What follows belongs to an exercise in optimizing a design on an open flow for small area; a production flow would make more cautious choices. Function was not checked in any run shown here: the RTL went through the layout flow alone. In every run shown here, the design's own scripts or RTL, not TritonCTS, make the clock network. No driver is modelled on the clock port, so clock power and skew are understated where the tree is cut down; a real chip needs a root buffer or a tree. Power and IR drop assume default switching activity.

==> design.v <==
module caa_decode (
    input  wire        rst,
    input  wire        cmd_valid,
    input  wire [23:0] cmd,
    input  wire [1:0]  st_q,       
    input  wire        halted,
    input  wire        in_rec,
    input  wire        in_idle,
    input  wire        rem0,       
    input  wire        rem1,       
    output wire        nrst,       
    output wire        fs,         
    output wire [2:0]  code,       
    output wire        do_start,
    output wire        do_begin,
    output wire        do_end,
    output wire        do_term,
    output wire        do_d1,      
    output wire        do_d2,      
    output wire        do_cs,      
    output wire        do_ld,      
    output wire        s_ahold,    
    output wire        s_chold,    
    output wire        s_ohold,    
    output wire        s_lhold,    
    output wire        s_nhold,    
    output wire [1:0]  st_d
);
    wire rz, len_bad, w_nop, w_start, w_begin, w_data, w_end, w_term, w_data2;
    caa_word u_word (
        .cmd(cmd), .rz(rz), .len_bad(len_bad), .w_nop(w_nop), .w_start(w_start),
        .w_begin(w_begin), .w_data(w_data), .w_end(w_end), .w_term(w_term),
        .w_data2(w_data2)
    );
    wire g_start, g_begin, g_d1, g_d2, g_end, g_term, g_any;
    caa_check u_check (
        .rz(rz), .len_bad(len_bad), .w_nop(w_nop), .w_start(w_start),
        .w_begin(w_begin), .w_data(w_data), .w_end(w_end), .w_term(w_term),
        .w_data2(w_data2), .in_rec(in_rec), .in_idle(in_idle), .rem0(rem0),
        .rem1(rem1), .g_start(g_start), .g_begin(g_begin), .g_d1(g_d1),
        .g_d2(g_d2), .g_end(g_end), .g_term(g_term), .g_any(g_any), .code(code)
    );
    caa_ctl u_ctl (
        .rst(rst), .cmd_valid(cmd_valid), .halted(halted), .st_q(st_q),
        .g_start(g_start), .g_begin(g_begin), .g_d1(g_d1), .g_d2(g_d2),
        .g_end(g_end), .g_term(g_term), .g_any(g_any), .nrst(nrst), .fs(fs),
        .do_start(do_start), .do_begin(do_begin), .do_end(do_end),
        .do_term(do_term), .do_d1(do_d1), .do_d2(do_d2), .do_cs(do_cs),
        .do_ld(do_ld), .s_ahold(s_ahold), .s_chold(s_chold), .s_ohold(s_ohold),
        .s_lhold(s_lhold), .s_nhold(s_nhold), .st_d(st_d)
    );
endmodule
module caa_word (
    input  wire [23:0] cmd,
    output wire        rz,
    output wire        len_bad,    
    output wire        w_nop,
    output wire        w_start,
    output wire        w_begin,
    output wire        w_data,
    output wire        w_end,
    output wire        w_term,
    output wire        w_data2
);
    wire [3:0] op = cmd[23:20];
    wire hz = (cmd[15:8] == 8'h00);
    wire lz = (cmd[7:0] == 8'h00);
    assign rz      = (cmd[19:16] == 4'h0);
    assign len_bad = (cmd[7:0] > 8'd24);
    assign w_nop   = (op == 4'h0) & hz & lz;
    assign w_start = (op == 4'h1);
    assign w_begin = (op == 4'h2) & hz;
    assign w_data  = (op == 4'h3) & hz;
    assign w_end   = (op == 4'h4) & hz & lz;
    assign w_term  = (op == 4'h5) & hz & lz;
    assign w_data2 = (op == 4'h6);
endmodule
module caa_check (
    input  wire       rz,
    input  wire       len_bad,
    input  wire       w_nop,
    input  wire       w_start,
    input  wire       w_begin,
    input  wire       w_data,
    input  wire       w_end,
    input  wire       w_term,
    input  wire       w_data2,
    input  wire       in_rec,
    input  wire       in_idle,
    input  wire       rem0,
    input  wire       rem1,
    output wire       g_start,
    output wire       g_begin,
    output wire       g_d1,
    output wire       g_d2,
    output wire       g_end,
    output wire       g_term,
    output wire       g_any,
    output wire [2:0] code
);
    assign g_start = rz & w_start & !in_rec;
    assign g_begin = rz & w_begin & in_idle & !len_bad;
    assign g_d1    = rz & w_data & in_rec & !rem0;
    assign g_d2    = rz & w_data2 & in_rec & !rem0 & !rem1;
    assign g_end   = rz & w_end & in_rec & rem0;
    assign g_term  = rz & w_term & in_idle;
    assign g_any   = (rz & w_nop) | g_start | g_begin | g_d1 | g_d2 | g_end | g_term;
    wire e_seq = (w_start & in_rec) | ((w_begin | w_term) & !in_idle) |
                 ((w_data | w_data2 | w_end) & !in_rec);
    wire e_len = w_begin & in_idle & len_bad;
    wire e_ovr = in_rec & ((w_data & rem0) | (w_data2 & (rem0 | rem1)));
    wire e_und = w_end & in_rec & !rem0;
    wire legal = rz & (w_nop | w_start | w_begin | w_data | w_end | w_term | w_data2);
    assign code[0] = !legal | (rz & (e_len | e_und));
    assign code[1] = rz & (e_seq | e_len);
    assign code[2] = rz & (e_ovr | e_und);
endmodule
module caa_ctl (
    input  wire       rst,
    input  wire       cmd_valid,
    input  wire       halted,
    input  wire [1:0] st_q,
    input  wire       g_start,
    input  wire       g_begin,
    input  wire       g_d1,
    input  wire       g_d2,
    input  wire       g_end,
    input  wire       g_term,
    input  wire       g_any,
    output wire       nrst,
    output wire       fs,
    output wire       do_start,
    output wire       do_begin,
    output wire       do_end,
    output wire       do_term,
    output wire       do_d1,
    output wire       do_d2,
    output wire       do_cs,
    output wire       do_ld,
    output wire       s_ahold,
    output wire       s_chold,
    output wire       s_ohold,
    output wire       s_lhold,
    output wire       s_nhold,
    output wire [1:0] st_d
);
    wire act = cmd_valid & !halted & !rst;
    assign nrst     = !rst;
    assign fs       = act & !g_any;
    assign do_start = act & g_start;
    assign do_begin = act & g_begin;
    assign do_end   = act & g_end;
    assign do_term  = act & g_term;
    assign do_d1    = act & g_d1;
    assign do_d2    = act & g_d2;
    assign do_cs    = act & (g_begin | g_d1 | g_d2 | g_term);
    assign do_ld    = act & (g_end | g_term);
    assign s_ahold = !rst & !(do_start | do_end);
    assign s_chold = !rst & !(do_start | do_cs);
    assign s_ohold = !rst & !do_ld;
    assign s_lhold = !rst & !(do_start | do_begin);
    assign s_nhold = !rst & !(do_start | do_begin | do_d1 | do_d2);
    wire ph_hold = !rst & !(do_start | do_begin | do_end | do_term);
    assign st_d[1] = do_ld | (st_q[1] & ph_hold);
    assign st_d[0] = do_begin | do_term | (st_q[0] & ph_hold);
endmodule
module caa_sel2 #(
    parameter W = 8
) (
    input  wire [W-1:0] a,
    input  wire         sa,
    input  wire [W-1:0] q,
    input  wire         sq,
    output wire [W-1:0] d
);
    assign d = (a & {W{sa}}) | (q & {W{sq}});
endmodule
module caa_sel3 #(
    parameter W = 8
) (
    input  wire [W-1:0] a,
    input  wire         sa,
    input  wire [W-1:0] b,
    input  wire         sb,
    input  wire [W-1:0] q,
    input  wire         sq,
    output wire [W-1:0] d
);
    assign d = (a & {W{sa}}) | (b & {W{sb}}) | (q & {W{sq}});
endmodule
module caa_sel3s (
    input  wire a,
    input  wire sa,
    input  wire b,
    input  wire sb,
    input  wire q,
    input  wire sq,
    input  wire nrst,
    output wire d
);
    assign d = (a & sa) | (b & sb) | (q & sq) | !nrst;
endmodule
module caa_add16 (
    input  wire [15:0] a,
    input  wire [4:0]  b,
    output wire [15:0] s
);
    wire [16:0] c;
    assign c[0] = 1'b0;
    genvar i;
    generate
        for (i = 0; i < 5; i = i + 1) begin : g_lo
            assign s[i]   = a[i] ^ b[i] ^ c[i];
            assign c[i+1] = (a[i] & b[i]) | (c[i] & (a[i] ^ b[i]));
        end
        for (i = 5; i < 16; i = i + 1) begin : g_hi
            assign s[i]   = a[i] ^ c[i];
            assign c[i+1] = a[i] & c[i];
        end
    endgenerate
endmodule
module caa_cntinc (
    input  wire [4:0] cnt,
    output wire [4:0] p1,
    output wire [4:0] p2
);
    assign p1 = cnt + 5'd1;
    assign p2 = cnt + 5'd2;
endmodule
module caa_csum_add (
    input  wire [7:0]  pa,
    input  wire [7:0]  pb,
    input  wire [7:0]  pc,
    input  wire [7:0]  hi,
    output wire [15:0] s
);
    wire [7:0] cs_s = pa ^ pb ^ pc;
    wire [7:0] cs_c = (pa & pb) | (pc & (pa ^ pb));
    wire [8:0] c;
    assign c[0] = 1'b0;
    assign s[0] = cs_s[0];
    assign c[1] = 1'b0;
    genvar i;
    generate
        for (i = 1; i < 8; i = i + 1) begin : g_lo
            assign s[i]   = cs_s[i] ^ cs_c[i-1] ^ c[i];
            assign c[i+1] = (cs_s[i] & cs_c[i-1]) | (c[i] & (cs_s[i] ^ cs_c[i-1]));
        end
    endgenerate
    wire [8:0] hc;
    wire [7:0] h1;
    assign hc[0] = cs_c[7];
    wire [7:0] ones;
    assign ones[0] = 1'b1;
    generate
        for (i = 0; i < 8; i = i + 1) begin : g_hi
            assign h1[i]   = hi[i] ^ hc[i];
            assign hc[i+1] = hi[i] & hc[i];
            if (i > 0) begin : g_ones
                assign ones[i] = ones[i-1] & h1[i-1];
            end
            assign s[8+i] = h1[i] ^ (ones[i] & c[8]);
        end
    endgenerate
endmodule
module caa_or3sel #(
    parameter W = 8
) (
    input  wire [W-1:0] c,
    input  wire [W-1:0] a,
    input  wire         sa,
    input  wire [W-1:0] b,
    input  wire         sb,
    output wire [W-1:0] d
);
    assign d = c | (a & {W{sa}}) | (b & {W{sb}});
endmodule
module caa_state (
    input  wire [1:0] st_q,
    input  wire [2:0] err_q,
    input  wire [4:0] cnt_q,
    input  wire [4:0] cnt_p1,
    input  wire [4:0] len_q,
    output wire       halted,
    output wire       in_rec,
    output wire       in_idle,
    output wire       rem0,
    output wire       rem1
);
    assign halted  = |err_q;
    assign in_rec  = !st_q[1] & st_q[0];
    assign in_idle = !st_q[0];
    assign rem0 = (cnt_q == len_q);
    assign rem1 = (cnt_p1 == len_q);
endmodule
module caa_orsel #(
    parameter W = 8
) (
    input  wire [W-1:0] c,
    input  wire [W-1:0] a,
    input  wire         sa,
    output wire [W-1:0] d
);
    assign d = c | (a & {W{sa}});
endmodule
module caa (
    input  wire        clk,
    input  wire        rst,
    input  wire        cmd_valid,
    input  wire [23:0] cmd,
    output wire [15:0] cursor_o,
    output wire [15:0] csum_o,
    output wire [15:0] total_o,
    output wire [7:0]  rec_len_o,
    output wire [15:0] rec_addr_o,
    output wire [15:0] rec_csum_o,
    output wire        rec_valid_o,
    output wire [23:0] status_o,
    output wire        err_o,
    output wire [23:0] fcmd_o
);
    reg [15:0] addr_q;
    reg [15:0] csum_q;
    reg [4:0]  len_q;
    reg [4:0]  cnt_q;
    reg [1:0]  st_q;        
    reg [15:0] total_q;
    reg [4:0]  out_len_q;
    reg [15:0] out_addr_q;
    reg [15:0] out_csum_q;
    reg [2:0]  err_q;
    reg [23:0] fcmd_q;
    wire [4:0] cnt_p1, cnt_p2;
    caa_cntinc u_cnt (.cnt(cnt_q), .p1(cnt_p1), .p2(cnt_p2));
    wire nrst, fs, do_start, do_begin, do_end, do_term, do_d1, do_d2, do_cs, do_ld;
    wire s_ahold, s_chold, s_ohold, s_lhold, s_nhold;
    wire [2:0] code;
    wire [1:0] st_d;
    wire halted, in_rec, in_idle, rem0, rem1;
    caa_state u_st (
        .st_q(st_q), .err_q(err_q), .cnt_q(cnt_q), .cnt_p1(cnt_p1), .len_q(len_q),
        .halted(halted), .in_rec(in_rec), .in_idle(in_idle), .rem0(rem0), .rem1(rem1)
    );
    caa_decode u_dec (
        .rst(rst), .cmd_valid(cmd_valid), .cmd(cmd), .st_q(st_q),
        .halted(halted), .in_rec(in_rec), .in_idle(in_idle), .rem0(rem0), .rem1(rem1),
        .nrst(nrst), .fs(fs), .code(code),
        .do_start(do_start), .do_begin(do_begin), .do_end(do_end),
        .do_term(do_term), .do_d1(do_d1), .do_d2(do_d2), .do_cs(do_cs),
        .do_ld(do_ld), .s_ahold(s_ahold), .s_chold(s_chold), .s_ohold(s_ohold),
        .s_lhold(s_lhold), .s_nhold(s_nhold), .st_d(st_d)
    );
    wire [15:0] total_adv;
    caa_add16 u_tadd (.a(total_q), .b(len_q), .s(total_adv));
    wire [1:0] phase = {st_q[1] & st_q[0], in_rec};
    wire sel_c  = in_rec & cmd[21];
    wire sel_e  = in_rec & !cmd[21];
    wire sel_t  = !in_rec & cmd[20];
    wire sel_b  = !in_rec & !cmd[20];
    wire [7:0] pa, pb, pc, hi;
    caa_sel3 #(8) u_pa (.a(csum_q[7:0]), .sa(sel_c), .b(total_q[7:0]), .sb(sel_t),
                        .q(addr_q[7:0]), .sq(sel_e | sel_b), .d(pa));
    caa_or3sel #(8) u_pb (.c(cmd[15:8]), .a(total_q[15:8]), .sa(sel_t),
                          .b(addr_q[15:8]), .sb(sel_b), .d(pb));
    caa_sel2 #(8) u_hi (.a(csum_q[15:8]), .sa(sel_c), .q(addr_q[15:8]), .sq(sel_e), .d(hi));
    caa_orsel #(5) u_pc (.c(cmd[4:0]), .a(len_q), .sa(sel_e), .d(pc[4:0]));
    assign pc[7:5] = cmd[7:5];
    wire [15:0] sum;
    caa_csum_add u_sum (.pa(pa), .pb(pb), .pc(pc), .hi(hi), .s(sum));
    wire [15:0] addr_d, total_d, csum_d, out_addr_d, out_csum_d;
    wire [4:0]  len_d, cnt_d, out_len_d;
    wire [2:0]  err_d;
    wire [23:0] fcmd_d;
    caa_sel3 #(9) u_addr_lo (.a(cmd[8:0]), .sa(do_start), .b(sum[8:0]), .sb(do_end),
                             .q(addr_q[8:0]), .sq(s_ahold), .d(addr_d[8:0]));
    caa_sel3s     u_addr_9  (.a(cmd[9]), .sa(do_start), .b(sum[9]), .sb(do_end),
                             .q(addr_q[9]), .sq(s_ahold), .nrst(nrst), .d(addr_d[9]));
    caa_sel3 #(6) u_addr_hi (.a(cmd[15:10]), .sa(do_start), .b(sum[15:10]), .sb(do_end),
                             .q(addr_q[15:10]), .sq(s_ahold), .d(addr_d[15:10]));
    caa_sel2 #(16) u_total (.a(total_adv), .sa(do_end), .q(total_q), .sq(s_ahold), .d(total_d));
    caa_sel2 #(16) u_csum  (.a(sum), .sa(do_cs), .q(csum_q), .sq(s_chold), .d(csum_d));
    caa_sel3 #(16) u_ocsum (.a(csum_q), .sa(do_end), .b(sum), .sb(do_term),
                            .q(out_csum_q), .sq(s_ohold), .d(out_csum_d));
    caa_sel3 #(16) u_oaddr (.a(addr_q), .sa(do_end), .b(total_q), .sb(do_term),
                            .q(out_addr_q), .sq(s_ohold), .d(out_addr_d));
    caa_sel2 #(5)  u_olen  (.a(len_q), .sa(do_end), .q(out_len_q), .sq(s_ohold), .d(out_len_d));
    caa_sel2 #(5)  u_len   (.a(cmd[4:0]), .sa(do_begin), .q(len_q), .sq(s_lhold), .d(len_d));
    caa_sel3 #(5)  u_cntd  (.a(cnt_p1), .sa(do_d1), .b(cnt_p2), .sb(do_d2),
                            .q(cnt_q), .sq(s_nhold), .d(cnt_d));
    caa_sel2 #(3)  u_err   (.a(code), .sa(fs), .q(err_q), .sq(nrst), .d(err_d));
    caa_sel2 #(24) u_fcmd  (.a(cmd), .sa(fs), .q(fcmd_q), .sq(nrst), .d(fcmd_d));
    always @(posedge clk) begin
        addr_q      <= addr_d;
        total_q     <= total_d;
        csum_q      <= csum_d;
        len_q       <= len_d;
        cnt_q       <= cnt_d;
        st_q        <= st_d;
        out_len_q   <= out_len_d;
        out_addr_q  <= out_addr_d;
        out_csum_q  <= out_csum_d;
        err_q       <= err_d;
        fcmd_q      <= fcmd_d;
    end
    assign cursor_o    = addr_q;
    assign csum_o      = csum_q;
    assign total_o     = total_q;
    assign rec_len_o   = {3'b000, out_len_q};
    assign rec_addr_o  = out_addr_q;
    assign rec_csum_o  = out_csum_q;
    assign rec_valid_o = st_q[1];
    assign err_o       = halted;
    assign fcmd_o      = fcmd_q;
    assign status_o    = {3'b000, len_q, 3'b000, cnt_q, 1'b1, err_q, halted,
                          st_q[1], phase};
endmodule
==> flow/run.sh <==
#!/bin/bash
# The standard ORFS layout (standard.sh) with two changes: small port
# buffers (buf_1) and, in place of TritonCTS, the two-level clock tree of
# flow/cts_pre.tcl. ORFS writes each tool's log under orfs/logs; make's own
# output goes to standard.log.
set -e
bash standard.sh BUFFER_PORTS_ARGS="-buffer_cell sky130_fd_sc_hd__buf_1" \
  PRE_CTS_TCL="$PWD/flow/cts_pre.tcl" CTS_CLK_NET=clk CTS_K=4 \
  CTS_LEAF_BUF=sky130_fd_sc_hd__clkbuf_16 CTS_ROOT_BUF="sky130_fd_sc_hd__clkbuf_8" \
  POST_GLOBAL_ROUTE_TCL="$PWD/flow/grt_post.tcl" finish > standard.log 2>&1
==> flow/cts_pre.tcl <==
# Replaces TritonCTS with a two-level clock tree: the flip-flops are split by
# position into CTS_K groups (recursive median cuts), each driven by one
# CTS_LEAF_BUF placed at its group's centroid; the leaf buffers are driven by
# the clock port, or by one CTS_ROOT_BUF when CTS_ROOT_BUF is set.
proc my_split { items k } {
  # items: list of {iterm x y}; split into k groups by alternating median cuts
  if { $k <= 1 || [llength $items] <= 1 } { return [list $items] }
  set xs [lmap it $items {lindex $it 1}]
  set ys [lmap it $items {lindex $it 2}]
  set w [expr {[tcl::mathfunc::max {*}$xs] - [tcl::mathfunc::min {*}$xs]}]
  set h [expr {[tcl::mathfunc::max {*}$ys] - [tcl::mathfunc::min {*}$ys]}]
  set idx [expr {$w >= $h ? 1 : 2}]
  set sorted [lsort -integer -index $idx $items]
  set k1 [expr {$k / 2}]
  set k2 [expr {$k - $k1}]
  set n1 [expr {int(round([llength $sorted] * double($k1) / $k))}]
  set a [lrange $sorted 0 [expr {$n1 - 1}]]
  set b [lrange $sorted $n1 end]
  return [concat [my_split $a $k1] [my_split $b $k2]]
}

proc clock_tree_synthesis { args } {
  set db [ord::get_db]
  set block [ord::get_db_block]
  set clk_net [$block findNet $::env(CTS_CLK_NET)]
  set k $::env(CTS_K)
  set leaf_master [$db findMaster $::env(CTS_LEAF_BUF)]
  set items {}
  foreach it [$clk_net getITerms] {
    set inst [$it getInst]
    set bb [$inst getBBox]
    set x [expr {([$bb xMin] + [$bb xMax]) / 2}]
    set y [expr {([$bb yMin] + [$bb yMax]) / 2}]
    lappend items [list $it $x $y]
  }
  puts "my_cts: [llength $items] sinks, $k groups of $::env(CTS_LEAF_BUF)"
  set drv_net $clk_net
  if { [info exists ::env(CTS_ROOT_BUF)] && $::env(CTS_ROOT_BUF) ne "" } {
    set root [odb::dbInst_create $block [$db findMaster $::env(CTS_ROOT_BUF)] clkbuf_root]
    set root_net [odb::dbNet_create $block clknet_root]
    $root_net setSigType CLOCK
    [$root findITerm A] connect $clk_net
    [$root findITerm X] connect $root_net
    set drv_net $root_net
    set rx 0; set ry 0
  }
  set groups [my_split $items $k]
  set i 0
  set cxs {}; set cys {}
  foreach g $groups {
    set buf [odb::dbInst_create $block $leaf_master clkbuf_leaf_$i]
    set net [odb::dbNet_create $block clknet_leaf_$i]
    $net setSigType CLOCK
    set sx 0; set sy 0
    foreach it $g {
      set iterm [lindex $it 0]
      $iterm disconnect
      $iterm connect $net
      incr sx [lindex $it 1]; incr sy [lindex $it 2]
    }
    set cx [expr {$sx / [llength $g]}]
    set cy [expr {$sy / [llength $g]}]
    lappend cxs $cx; lappend cys $cy
    [$buf findITerm A] connect $drv_net
    [$buf findITerm X] connect $net
    $buf setLocation $cx $cy
    $buf setPlacementStatus PLACED
    puts "my_cts: leaf $i drives [llength $g] sinks at ($cx, $cy)"
    incr i
  }
  if { $drv_net ne $clk_net } {
    set n [llength $cxs]
    set rx [expr {int([tcl::mathop::+ {*}$cxs] / $n)}]
    set ry [expr {int([tcl::mathop::+ {*}$cys] / $n)}]
    $root setLocation $rx $ry
    $root setPlacementStatus PLACED
  }
  set_propagated_clock [all_clocks]
}
==> flow/grt_post.tcl <==
# Area recovery after global routing: downsize gates that are off the
# critical paths (OpenROAD's power recovery), then repair any slew or
# capacitance limit the downsizing broke, and fix timing again.
log_cmd global_route -start_incremental
log_cmd repair_timing -recover_power 100 -verbose
repair_design_helper
log_cmd detailed_placement
log_cmd global_route -end_incremental
log_cmd estimate_parasitics -global_routing
repair_timing_helper
log_cmd global_route -start_incremental
log_cmd detailed_placement
log_cmd global_route -end_incremental
log_cmd estimate_parasitics -global_routing
==> standard.sh <==
#!/bin/bash
# synth_recipe.tcl (not shown) runs the flow's synth.tcl, then flattens the netlist and writes it again
# the make line also repeats each setting of config.mk as NAME=value (left out here)
make -C /OpenROAD-flow-scripts/flow DESIGN_CONFIG=/design/flow/config.mk WORK_HOME=/design/flow/orfs CLKGATE_MAP_FILE= SYNTH_SCRIPT=/design/flow/synth_recipe.tcl "${@:-finish}"
==> config.mk <==
export PLATFORM = sky130hd
export DESIGN_NAME = caa
export DESIGN_NICKNAME = caa
export VERILOG_FILES = /design/flow/design.v
export SDC_FILE = /design/flow/constraint.sdc
export NUM_CORES = 4
export LEC_CHECK = 0
export CAP_MARGIN = 20
export CORE_MARGIN = 2
export CORE_UTILIZATION = 40
export SLEW_MARGIN = 20
export SYNTH_HIERARCHICAL = 1
==> constraint.sdc <==
create_clock -name core_clock -period 5.0 [get_ports {clk}]
set_input_delay 1.0000 -clock core_clock [delete_from_list [all_inputs] [get_ports {clk}]]
set_output_delay 1.0000 -clock core_clock [all_outputs]
set_load 0.01 [all_outputs]
==> metrics.cfg, run 1 <==
[critical_path]
required_ps = 5270
regToRegEndpoint = addr_q[13]
r2r_cells = 20
reg2reg_from = st_q[0]
worstPathArrival_ps = 5160
r2r_slack_ps = 200
end_kind = flop
path_class = in2reg
startpoint = cmd[21]
crit_path_end = addr_q[13]
cp_max_fo = 5
start_kind = primary input

[cells_and_area]
drive_gt1_share_pct = 12.2
final_net_count = 788
syn2layout_area_growth_pct = 15.8
insertedDiodeCount = 0

[placement]
pre_cts_ws_ps = -522
numPortBuffers = 154
hpwl_um = 13900
place_congestion = 0.842

[yosys]
synth_cell_types = 51
avgSynthCellArea_um2 = 10.9
postSynthCellCount = 554
async_reset_ff_share_pct = 0
synthTopCellsByCount = dfxtp_1, inv_1, a22o_1
netlist_area_um2 = 6030
ys_seq_elements = 124
synth-edff-count = 0
synth_flop_cell = dfxtp_1
ys_seq_area_share_pct = 41.1
yosys_warnings = 7
synth_top_cell_area_share_pct = 41.1
yosysMostFrequentCell = dfxtp_1
yosys.area.top_type = dfxtp_1
ys_top_cells_by_area = dfxtp_1, a222oi_1, a22o_1, fa_1, inv_1

[drt]
drc = 0
vias_per_cell = 5.90
wire_per_inst_um = 20.7
vias = 5325
routed_wl_um = 18700
drtIter0Drc = 694
drtAntennaViolNets = 0
drtPass1Iterations = 6

[flow_run]
cap_violations = 0

[power_and_ir_drop]
p_seq_share_pct = 60.9
power_density_nw_per_um2 = 239
vdd_drop_max_mv = 0.186
power_switching_w = 0.000427
sw_frac_of_total_pct = 25.5
comb_power_share_pct = 11.4
p_int_w = 0.00124
p_clk_share_pct = 27.7
p_leak_nw = 3.29

[sta]
setup_ws_ps = 116
min_period_ps = 4880
fmaxAchievable_mhz = 205
min_period_over_period_pct = 97.7
relSlewSlack_pct = 35.7
fin_skew_ps = 14.9
setup_violations = 0
whs_ps = 482
tightest_slew_ps = 962
final-hold-violation-count = 0
slew_violations = 0

[floorplan]
die_h_um = 127
coreArea_um2 = 14600
die_x_um = 127
die_area_um2 = 16100
rows = 44
ioPinCount = 165
start_util_pct = 41.2

[grt]
grt_usage_pct = 22.4
grt_pass1_wl_um = 29200
grt_max_degree = 43
grt_pass1_vias = 5141
grt_remaining_overflow = 0
antenna_found_initial = 0

[run_status]
status = timing/DRC/antenna clean

[clocking]
clk_pin_slew_ps = 120
clkLatencyLatePin_ps = 390
holdBufCountCts = 0
post_cts_resized = 6
post-cts-setup-buffer-count = 0

[min_path]
min_path_type = reg2reg

Yosys stat by module, one instance, submodules excluded, excerpt:
module / copies in the design / flops+latches / cells / cell area [um2]
caa_check: 1 / 0 / 25 / 161
caa_csum_add: 1 / 0 / 49 / 549
caa: 1 / 124 / 145 / 2630
caa_ctl: 1 / 0 / 26 / 179
caa_word: 1 / 0 / 23 / 128
caa_sel3s: 1 / 0 / 3 / 16.3
caa_state: 1 / 0 / 17 / 131
caa_add16: 1 / 0 / 16 / 226
caa_cntinc: 1 / 0 / 13 / 97.6
worst max-delay path: stages:
cell	delay (ps)
buf_8	100
and2_4	160
a222oi_1	330
inv_1	90
fa_1	450
ha_2	200
fa_2	340
fa_2	340
fa_2	340
fa_2	340
fa_2	340
inv_2	60
fa_2	200
and4b_4	250
nand3_4	100
xnor2_2	90
a222oi_1	330
inv_1	90
metrics by stage:
| stage | std cells | utilization [%] | TNS [ps] | total power [W] | area, um2 |
|---|---|---|---|---|---|
| floorplan | 562 | - | -593 | 0.00116 | 6120 |
| global placement | 893 | 46.5 | -4760 | 0.00122 | 6810 |
| detailed placement | 893 | 46.5 | -7760 | 0.00123 | 6810 |
| CTS | 898 | 47.4 | 0 | 0.00167 | 6930 |
| finish | 903 | 47.7 | 0 | 0.00167 | 6990 |
power by group through the flow:
stage / registers (W) / logic (W) / clock network [W]
after floorplan: 0.00105 / 0.000110 / 0
after global placement: 0.00104 / 0.000182 / 0
after detailed placement: 0.00104 / 0.000186 / 0
after CTS: 0.00102 / 0.000187 / 0.000470
final: 0.00102 / 0.000191 / 0.000462
cell usage in the layout (no fill, tap or decap), types with 8 or more instances in the layout:
cell / n
xnor2_1: 13
fa_1: 12
dfxtp_1: 124
conb_1: 10
nand3_1: 10
a22o_2: 16
nor2_1: 11
nand2_1: 10
ha_1: 21
inv_1: 73
a221o_1: 8
a22o_1: 61
xor2_1: 9
a222oi_1: 60
buf_4: 31
buf_1: 152
per-layer routing:
metal / wire length (um) / vias up / track usage (%)
met5: 0 / - / 0
met4: 386 / 0 / 4.14
met3: 1400 / 29 / 2.24
met2: 8910 / 263 / 38.1
met1: 7970 / 2622 / 31.2
li1: - / 2411 / -
area by class of cell:
type / count / area (um2)
Buffer: 5 / 114
Fill cell: 1414 / 7660
Multi-Input combinational cell: 321 / 2980
Inverter: 75 / 282
Timing Repair Buffer: 194 / 893
Tap cell: 184 / 230
Sequential cell: 124 / 2480
state kept, by name, indices dropped and copies added (netlist names):
name and cells:
addr_q 16, out_addr_q 16, len_q 5, st_q 2, csum_q 16, err_q 3
out_csum_q 16, fcmd_q 24, total_q 16, out_len_q 5, cnt_q 5
how the worst min path moves through the flow:
stage / start / to / slack, ps / cells past startpoint
finish: out_addr_q[0] / out_addr_q[0] / 480 / 2
CTS: out_addr_q[13] / out_addr_q[13] / 480 / 2
detailed placement: out_csum_q[6] / out_csum_q[6] / 450 / 2
global placement: out_csum_q[10] / out_csum_q[10] / 450 / 2
floorplan: st_q[0] / st_q[0] / 450 / 1
logic make-up (layout without fill, tap and decap cells):
group	after synthesis	after routing	synth area share (%)
buffers and inverters	117	274	11.1
flip-flops	124	124	41.1
other	2	10	0.124
XOR/XNOR	24	24	3.48
adder cells (fa/ha/maj)	40	40	10.5
multiplexers	1	1	0.166
AO/OA/AOI/OAI	165	165	25.3
AND/OR/NAND/NOR	81	81	8.17
==> inputs of run 2 (changes only) <==
--- a/flow/run.sh
+++ b/flow/run.sh
@@ -7,4 +7,4 @@
 bash standard.sh BUFFER_PORTS_ARGS="-buffer_cell sky130_fd_sc_hd__buf_1" \
   PRE_CTS_TCL="$PWD/flow/cts_pre.tcl" CTS_CLK_NET=clk CTS_K=4 \
   CTS_LEAF_BUF=sky130_fd_sc_hd__clkbuf_16 CTS_ROOT_BUF="sky130_fd_sc_hd__clkbuf_8" \
-  POST_GLOBAL_ROUTE_TCL="$PWD/flow/grt_post.tcl" finish > standard.log 2>&1
+  finish > standard.log 2>&1
removed: flow/grt_post.tcl
==> run 2 against run 1 <==
Against the previous run: design area is 0.36% higher; clock skew fell by 1.2 ps; still clean; largest power group unchanged; cell count decreased by 0.11%; highest routed layer unchanged; first-iteration DRC count fell by 4.2%.
==> metrics.cfg, run 2 <==
[flow_run]
cap_violations = 0  ; unchanged

[power_and_ir_drop]
p_clk_share_pct = 27.6  ; was 27.7%
sw_frac_of_total_pct = 25.6  ; was 25.5%
comb_power_share_pct = 11.5  ; was 11.4%
vdd_drop_max_mv = 0.187  ; was 0.186 mV
p_seq_share_pct = 60.9  ; about the same
power_density_nw_per_um2 = 238  ; was 239 nW/um2
p_int_w = 0.00124  ; about the same
power_switching_w = 0.000427  ; about the same
power.total_w = 0.00167  ; about the same
p_leak_nw = 3.30  ; was 3.29 nW

[floorplan]
die_h_um = 127  ; unchanged
coreArea_um2 = 14600  ; unchanged
die_x_um = 127  ; unchanged
ioPinCount = 165  ; unchanged
die_area_um2 = 16100  ; unchanged
rows = 44  ; unchanged
start_util_pct = 41.2  ; unchanged

[grt]
grt_pass1_wl_um = 29200  ; unchanged
grt_max_degree = 43  ; unchanged
grt_remaining_overflow = 0  ; unchanged
grt_usage_pct = 22.4  ; unchanged
grt_pass1_vias = 5141  ; unchanged
antenna_found_initial = 0  ; unchanged

[critical_path]
startpoint = cmd[21]  ; unchanged
critPathMostFrequentCell = fa_2  ; unchanged
worstPathArrival_ps = 5170  ; was 5160 ps
start_kind = primary input  ; unchanged
reg2reg_from = st_q[0]  ; unchanged
critPathMaxStageDelay_ps = 450  ; about the same
end_kind = flop  ; unchanged
crit_chain = buf_8 -> and2_4 -> a222oi_1 -> inv_1 -> fa_1 -> ha_2 -> fa_2 -> fa_2 -> fa_2 -> fa_2 -> fa_2 -> inv_2 -> fa_2 -> and4b_4 -> nand3_4 -> xnor2_2 -> a222oi_1 -> inv_1  ; unchanged
cp_max_fo = 5  ; unchanged
cp_slowest_cell = fa_1  ; unchanged
required_ps = 5270  ; about the same
path_class = in2reg  ; unchanged

[cells_and_area]
largest_reg_flops = 24  ; unchanged
layout_common_cells = buf_1, dfxtp_1, inv_1, a22o_1, a222oi_1  ; unchanged
stdcell_count = 902  ; was 903
drive_gt1_share_pct = 13.5  ; was 12.2%
syn2layout_area_growth_pct = 16.2  ; was 15.8%
layout_commonest_cell = buf_1  ; unchanged
final_net_count = 787  ; was 788
insertedDiodeCount = 0  ; unchanged
final_util_pct = 47.9  ; was 47.7%
top_register = fcmd_q  ; unchanged

[yosys]
synth_cell_types = 51  ; unchanged
synth-simple-area-share_pct = 8.17  ; unchanged
synth_flop_cell = dfxtp_1  ; unchanged
netlist_area_um2 = 6030  ; unchanged
ys_seq_elements = 124  ; unchanged
postSynthCellCount = 554  ; unchanged
avgSynthCellArea_um2 = 10.9  ; unchanged
ys_top_cells_by_area = dfxtp_1, a222oi_1, a22o_1, fa_1, inv_1  ; unchanged
synth-compound-area-share_pct = 25.3  ; unchanged
async_reset_ff_share_pct = 0  ; unchanged
synth-edff-count = 0  ; unchanged
ys_seq_area_share_pct = 41.1  ; unchanged
synthTopCellsByCount = dfxtp_1, inv_1, a22o_1  ; unchanged
synth_adder_area_share_pct = 10.5  ; unchanged
synth_top_cell_area_share_pct = 41.1  ; unchanged
yosysMostFrequentCell = dfxtp_1  ; unchanged
yosys_warnings = 7  ; unchanged
synth_xor_area_share_pct = 3.48  ; unchanged
yosys.area.top_type = dfxtp_1  ; unchanged
synth_top_family_by_area = compound AO/OA/AOI/OAI gates  ; unchanged
synthMuxAreaShare_pct = 0.166  ; unchanged

[drt]
drc = 0  ; unchanged
drtAntennaViolNets = 0  ; unchanged
routed_wl_um = 18700  ; about the same
vias_per_cell = 5.94  ; was 5.90
drtIter0Drc = 665  ; was 694
drtPass1Iterations = 8  ; was 6
wire_per_inst_um = 20.7  ; about the same
vias = 5357  ; was 5325

[sta]
fin_skew_ps = 13.8  ; was 14.9 ps
relSlewSlack_pct = 27.1  ; was 35.7%
min_period_over_period_pct = 97.9  ; was 97.7%
fmaxAchievable_mhz = 204  ; was 205 MHz
final-hold-violation-count = 0  ; unchanged
slew_violations = 0  ; unchanged
rsz0062_at_grt = true
setup_violations = 0  ; unchanged
setup_tns_ps = 0  ; unchanged
tightest_slew_ps = 1090  ; was 962 ps
min_period_ps = 4890  ; was 4880 ps

[placement]
numPortBuffers = 154  ; unchanged
place_congestion = 0.842  ; unchanged
hpwl_um = 13900  ; unchanged
dp.cells = 893  ; unchanged

[clocking]
holdBufCountCts = 0  ; unchanged
clk_pin_slew_ps = 120  ; about the same
clkLatencyLatePin_ps = 390  ; about the same

[min_path]
min_path_type = reg2reg  ; unchanged
min-delay-start = out_csum_q[5]  ; was out_addr_q[0]

[run_status]
status = timing/DRC/antenna clean  ; unchanged

==> run 2: worst max-delay path, delay by kind of cell <==
kind,cells,cell delay (ps)
simple gates,3,510
compound gates,2,660
buf+inv,4,340
xor+xnor,1,90
fa+ha+maj,8,2550
==> run 2: stage by stage <==
stage | setup slack, ps | hold slack [ps] | instance area (um2)
3_3_place_gp | -326 | 447 | 6810
4_1_cts | 0.0657 | 480 | 6930
6_report | 106 | 480 | 7010
5_1_grt | -29.4 | 502 | 7010
3_5_place_dp | -522 | 451 | 6810
2_1_floorplan | -96.6 | 446 | 6120
==> run 2: per-layer routing <==
metal	wire [um]	up-vias	GRT usage (%)
li1	-	2406	-
met1	8100	2672	31.2
met2	8910	253	38.1
met3	1340	26	2.24
met4	342	0	4.14
met5	0	-	0
==> run 2: final timing paths <==
path | cells after the start | slack, ps | end
worst max-delay path | 18 | 110 | addr_q[13]
worst min-delay path | 2 | 480 | out_csum_q[5]
worst max register to register | 20 | 190 | addr_q[13]
worst min register to register | 2 | 480 | out_csum_q[5]
==> run 2: area by class of cell <==
type	instances	area [um2]
Tap cell	184	230
Timing Repair Buffer	193	900
Buffer	5	114
Fill cell	1406	7630
Inverter	75	282
Multi-Input combinational cell	321	3000
Sequential cell	124	2480
==> run 2: modules after synthesis (local to each module, per instance), a selection <==
module / cell area [um2] / flip-flops and latches / cells
caa_ctl: 179 / 0 / 26
caa: 2630 / 124 / 145
caa_check: 161 / 0 / 25
caa_word: 128 / 0 / 23
caa_sel3s: 16.3 / 0 / 3
caa_add16: 226 / 0 / 16
caa_cntinc: 97.6 / 0 / 13
caa_state: 131 / 0 / 17
caa_csum_add: 549 / 0 / 49
==> run 2: cell families after synthesis <==
logic type	after synthesis
compound gates	165
xor+xnor	24
fa+ha+maj	40
buf+inv	117
flops	124
mux	1
other cells	2
simple gates	81
==> run 2: power by group through the flow <==
stage	clock (W)	sequential [W]	combinational, W
after floorplan	0	0.00105	0.000110
after global placement	0	0.00104	0.000182
after detailed placement	0	0.00104	0.000186
after CTS	0.000470	0.00102	0.000187
after global routing	0.000505	0.00102	0.000208
final	0.000461	0.00102	0.000191
==> run 2: timing repair <==
item | 4_1_cts | 5_1_grt
setup endpoints to repair | 5 | 16
setup buffers | 0 | 4
gates resized for setup | 6 | 9
pin swaps | 2 | 1

[re-timing with driven ports]
Ports are ideal in the flow. The routed layouts listed here were re-timed in OpenROAD. Step 1 sets driving cells, clkbuf_16 on the clock port and buf_2 on the other inputs (assumed; they add their load-dependent delay and slew). Step 2, shift: input delay + t, output delay - t, t = (earliest + latest rising clock arrival at the registers) / 2. This alone moves slack from input paths to output paths. Three values: no drivers, after step 1, after step 2; two values: the first two.
run | shift t [ns] | slack for setup (ns) | worst setup path at the end | latest minus earliest clock arrival (ns) | worst slew at a driven data input, ns
run 1 | 0.417 | 0.116 / 0.109 / -0.309 | input to register | 0.015 / 0.015 | 0.06
run 2 | 0.419 | 0.106 / 0.099 / -0.320 | input to register | 0.014 / 0.014 | 0.06
Met with ideal ports but missed after step 2: setup timing in run 1 and run 2. The setup slack of run 2, which loses most, moves by -0.007 ns with the drivers and by -0.426 ns with both steps.
